This design comes from an exercise in tuning for small area on the open sky130 flow, not from production work.
In this exercise RTL edits were held to simulation tests only and were not proved equivalent to the original.
No activity file was given, so power comes from the tool's default toggle rates.

## old
Design irk_core, start of the top module:
module irk_core #(
    parameter integer TICK_RATE_HZ     = 1000000,
    parameter integer MARGIN_US        = 100,
    parameter integer T_TRAIN_US       = 1000,
    parameter integer T_SILENCE_US     = 600,
    parameter integer T_SHORT_US       = 600,
    parameter integer T_LONG_US        = 1650,
    parameter integer TICK_BITS        = 16,
    parameter integer RESET_COUNT_BITS = 16,
    parameter integer MARK_LOWER_CHECK = 0,
    parameter integer TX_RX_POLICY_RESET = 1
) (
    input  wire        clk,
    input  wire        rst,           
    input  wire        step_valid,
    input  wire [31:0] step_word,
    input  wire [7:0]  dev_addr,      
    output reg         resp_valid,
    output wire [2:0]  resp_code,
    output reg  [31:0] rdata,
    output reg         timer_reset,   
    output reg         cmd_valid,     
    output wire [15:0] cmd,
    output reg         iv_valid,      
    output wire        iv_mark,
    output reg  [15:0] iv_dur,        
    output wire        cap_polarity,  
    output wire        cap_enabled
);
    localparam [2:0] RESP_OK          = 3'd0;
    localparam [2:0] RESP_NOT_ENABLED = 3'd1;
    localparam [2:0] RESP_ILLEGAL_OP  = 3'd2;
    localparam [2:0] RESP_RESERVED    = 3'd3;
    localparam [2:0] RESP_TOO_WIDE    = 3'd4;
    localparam [2:0] RESP_BAD_VIEW    = 3'd5;
    localparam [5:0] RX_RESET = 6'd62;
    localparam [6:0] TX_IDLE  = 7'd100;
    localparam [6:0] TX_EMPTY = 7'd101;
    reg [5:0]  rx_c;
    reg [7:0]  frame0, frame1, frame2, frame3, frame4;  
    reg [7:0]  cur;             
    reg        pairs_ok;        
    reg [15:0] reset_count;
    reg        mb_pending;
    reg [15:0] mb_elapsed;
    reg        mb_dir;
    reg        cap_pol;
    reg [6:0]  tx_t;
    reg [7:0]  tx_addr, tx_cmdh, tx_cmdl;
    reg        rd_ok;           
    reg [2:0]  rsp;             
    wire rx_pre   = rx_c[5] & rx_c[4] & rx_c[3];    
    wire rx_st0   = rx_pre & ~rx_c[0];
    wire rx_st1   = rx_pre &  rx_c[0];
    wire rx_st3   = rx_c[5] & rx_c[4] & ~rx_c[3];   
    wire [2:0] byte_count = rx_pre ? 3'd0 : rx_c[5:3];
    wire [2:0] bit_count  = rx_pre ? 3'd0 : rx_c[2:0];
    wire [1:0] rx_state   = {~rx_pre, rx_st1 | rx_st3};
    wire tx_idle   = tx_t[6] & tx_t[5] & tx_t[2];
    wire tx_active = ~tx_idle;
    wire tx_loaded = ~(tx_idle & tx_t[0]);
  ...
Size: ~600 cells after synthesis, ~120 I/O pins, about 6200 µm² of cells after synthesis.
==> flow/config.mk <==
export PLATFORM = sky130hd
export DESIGN_NAME = irk_core
export DESIGN_NICKNAME = irk_core
export VERILOG_FILES = /design/flow/design.v
export SDC_FILE = /design/flow/constraint.sdc
export NUM_CORES = 4
export LEC_CHECK = 0
export CAP_MARGIN = 20
export CORE_MARGIN = 2
export CORE_UTILIZATION = 55
export GPL_TIMING_DRIVEN = 0
export SLEW_MARGIN = 20
==> flow/constraint.sdc <==
create_clock -name core_clock -period 5.0 [get_ports {clk}]
set_input_delay 1.0000 -clock core_clock [delete_from_list [all_inputs] [get_ports {clk}]]
set_output_delay 1.0000 -clock core_clock [all_outputs]
set_load 0.01 [all_outputs]
standard.sh (not shown) runs the stock make flow with config.mk's settings and CLKGATE_MAP_FILE= SYNTH_SCRIPT=/design/flow/synth_recipe.tcl, a recipe that flattens the netlist after the stock synthesis.
==> flow/flow/run.sh <==
#!/bin/bash
# Own layout flow: the standard flow (standard.sh) with these changes:
#  * synthesis maps logic with an area-oriented ABC script (flow/area.abc)
#    (with &deepsyn) instead of ORFS's speed script; everything else in synth_recipe.tcl,
#    including the flip-flop mapping, is unchanged;
#  * port buffers use sky130_fd_sc_hd__buf_1;
#  * clock tree synthesis uses clkbuf_4 and no dummy loads;
#  * synthesis buffers are removed at floorplan (REMOVE_ABC_BUFFERS) and tie
#    cells are not duplicated per load (SKIP_REPAIR_TIE_FANOUT).
# Each tool's output goes to a log file in the work folder.
set -euo pipefail
W=$(pwd)
{
  echo "set ::area_abc_script $W/flow/area.abc"
  cat "$W/flow/abc_override.tcl"
  cat "$W/synth_recipe.tcl"
} > "$W/area_synth.tcl"
EXTRA="'BUFFER_PORTS_ARGS=-buffer_cell sky130_fd_sc_hd__buf_1'"
EXTRA="$EXTRA REMOVE_ABC_BUFFERS=1 SKIP_REPAIR_TIE_FANOUT=1"
EXTRA="$EXTRA 'CTS_ARGS=-sink_clustering_enable -repair_clock_nets -dont_use_dummy_load -sink_clustering_size 30 -sink_clustering_max_diameter 100 -buf_list sky130_fd_sc_hd__clkbuf_4'"
sed -e "s#SYNTH_SCRIPT=[^ ]*#SYNTH_SCRIPT=$W/area_synth.tcl#" \
    -e "s#CLKGATE_MAP_FILE= #CLKGATE_MAP_FILE= $EXTRA #" \
    "$W/standard.sh" > "$W/area_standard.sh"
grep -q "area_synth.tcl" "$W/area_standard.sh"
grep -q "BUFFER_PORTS_ARGS" "$W/area_standard.sh"
grep -q "CTS_ARGS" "$W/area_standard.sh"
bash "$W/area_standard.sh" > "$W/orfs_make.log" 2>&1
test -f "$W/out/final.def"
==> flow/flow/abc_override.tcl <==
# Map with an area-oriented ABC script instead of ORFS's speed script.
proc abc {args} {
  set i [lsearch -exact $args -script]
  if {$i >= 0} {
    set args [lreplace $args $i [expr {$i + 1}] -script $::area_abc_script]
  }
  yosys abc {*}$args
}
==> flow/flow/area.abc <==
strash
&get -n
&fraig -x
&put
scorr
dc2
strash
&get -n
&deepsyn -I 20 -J 10 -S 1
&dch -f
&nf -R 1000
&put
topo
Changes in new relative to old:
diff --git a/flow/design.v b/flow/design.v
--- a/flow/design.v
+++ b/flow/design.v
@@ -12,22 +12,22 @@
 ) (
     input  wire        clk,
     input  wire        rst,           
     input  wire        step_valid,
     input  wire [31:0] step_word,
     input  wire [7:0]  dev_addr,      
     output reg         resp_valid,
     output wire [2:0]  resp_code,
     output reg  [31:0] rdata,
-    output reg         timer_reset,   
-    output reg         cmd_valid,     
+    output wire        timer_reset,   
+    output wire        cmd_valid,     
     output wire [15:0] cmd,
-    output reg         iv_valid,      
+    output wire        iv_valid,      
     output wire        iv_mark,
     output reg  [15:0] iv_dur,        
     output wire        cap_polarity,  
     output wire        cap_enabled
 );
     localparam [2:0] RESP_OK          = 3'd0;
     localparam [2:0] RESP_NOT_ENABLED = 3'd1;
     localparam [2:0] RESP_ILLEGAL_OP  = 3'd2;
     localparam [2:0] RESP_RESERVED    = 3'd3;
@@ -196,28 +196,38 @@
     end
     always @(posedge clk) begin
         if (do_txreq) begin
             tx_addr <= step_word[23:16];
             tx_cmdh <= step_word[15:8];
             tx_cmdl <= step_word[7:0];
         end
     end
     wire read_ok = is_read && z_27_3 && (w_view != 3'd7);
-    always @(posedge clk) begin
-        resp_valid  <= !rst && step_valid;
-        timer_reset <= !rst && (do_edge || do_complete || (do_txstep && tx_last) || (go && is_reset));
-        cmd_valid   <= !rst && do_complete && frame_valid;
-        iv_valid    <= !rst && do_txstep && !tx_last;
-        rd_ok       <= read_ok;
-        rsp         <= read_ok ? w_view :
-                       (!legal ? decode_code : (!enabled ? RESP_NOT_ENABLED : RESP_OK));
-    end
-    assign resp_code = rd_ok ? RESP_OK : rsp;
+    wire ev_cmd  = do_complete && frame_valid;
+    wire ev_tr   = do_edge || do_complete || (do_txstep && tx_last) || (go && is_reset);
+    wire ev_iv   = do_txstep && !tx_last;
+    always @(posedge clk) begin
+        resp_valid <= !rst && step_valid;
+        rd_ok      <= read_ok || ev_cmd;
+        if (ev_tr)
+            rsp <= 3'd7;
+        else if (ev_iv)
+            rsp <= 3'd6;
+        else if (read_ok)
+            rsp <= w_view;
+        else
+            rsp <= !legal ? decode_code : (!enabled ? RESP_NOT_ENABLED : RESP_OK);
+    end
+    wire rsp_ev = rsp[2] && rsp[1];
+    assign resp_code   = (rd_ok || rsp_ev) ? RESP_OK : rsp;
+    assign timer_reset = resp_valid && rsp_ev && rsp[0];
+    assign cmd_valid   = resp_valid && rd_ok && rsp_ev && rsp[0];
+    assign iv_valid    = resp_valid && !rd_ok && rsp_ev && !rsp[0];
     wire [5:0] tk = tx_t[6:1] - 6'd2;
     reg  [7:0] tpair;
     always @(*) begin
         case (tk[5:4])
             2'd0:    tpair = tx_addr;
             2'd1:    tpair = tx_cmdh;
             default: tpair = tx_cmdl;
         endcase
     end
==> summary.txt <==
new vs old on logic depth of the worst setup path including buffers: new is the higher one.
Looking at clock network fraction of total power, new sits 0.2 points above old.
Looking at pin slew with the least headroom to its limit, new sits 60 ps above old.
new vs old, buffer count excluding the clock tree in the final layout went up by 3.
new — wire length 3.6% higher, old as reference
Cell area | new vs old | new smaller
[compare] base=old new=new: setup slack +83 ps, first-pass GRT wire length +4.6%, arrival time reported for the critical path endpoint -310 ps, total number of sequential cells -2.3%, clock network contribution to total cell area ~0 delta.
In new the layout filler cell count turned out 31 lower than in old.

## static timing again, ports no longer ideal
How much do the figures lean on ideal ports? The routed layouts below were timed once more, with nothing changed but the port constraints. Step 1, drivers: a clkbuf_16 drives clk and a buf_2 each remaining input, both assumed. Step 2 adds t to the input delays and takes it off the output delays; t is the mean of the earliest and latest rising clock arrival at the registers after step 1. Input paths then give back, and output paths get back, about the clock's delay inside the block. Three values: no drivers, after step 1, after step 2; two values: the first two.
| run | t (ns) | setup slack, ns | worst setup path at the end | worst register clock-pin slew, ns |
|---|---|---|---|---|
| old | 0.546 | 0.295 / 0.307 / -0.240 | input to register | 0.12 / 0.12 |
| new | 0.557 | 0.379 / 0.392 / -0.165 | input to register | 0.12 / 0.12 |
With both steps, setup timing fails in old and new, where it was met with ideal ports. The setup slack of new, which loses most, moves by +0.013 ns with the drivers and by -0.544 ns with both steps.
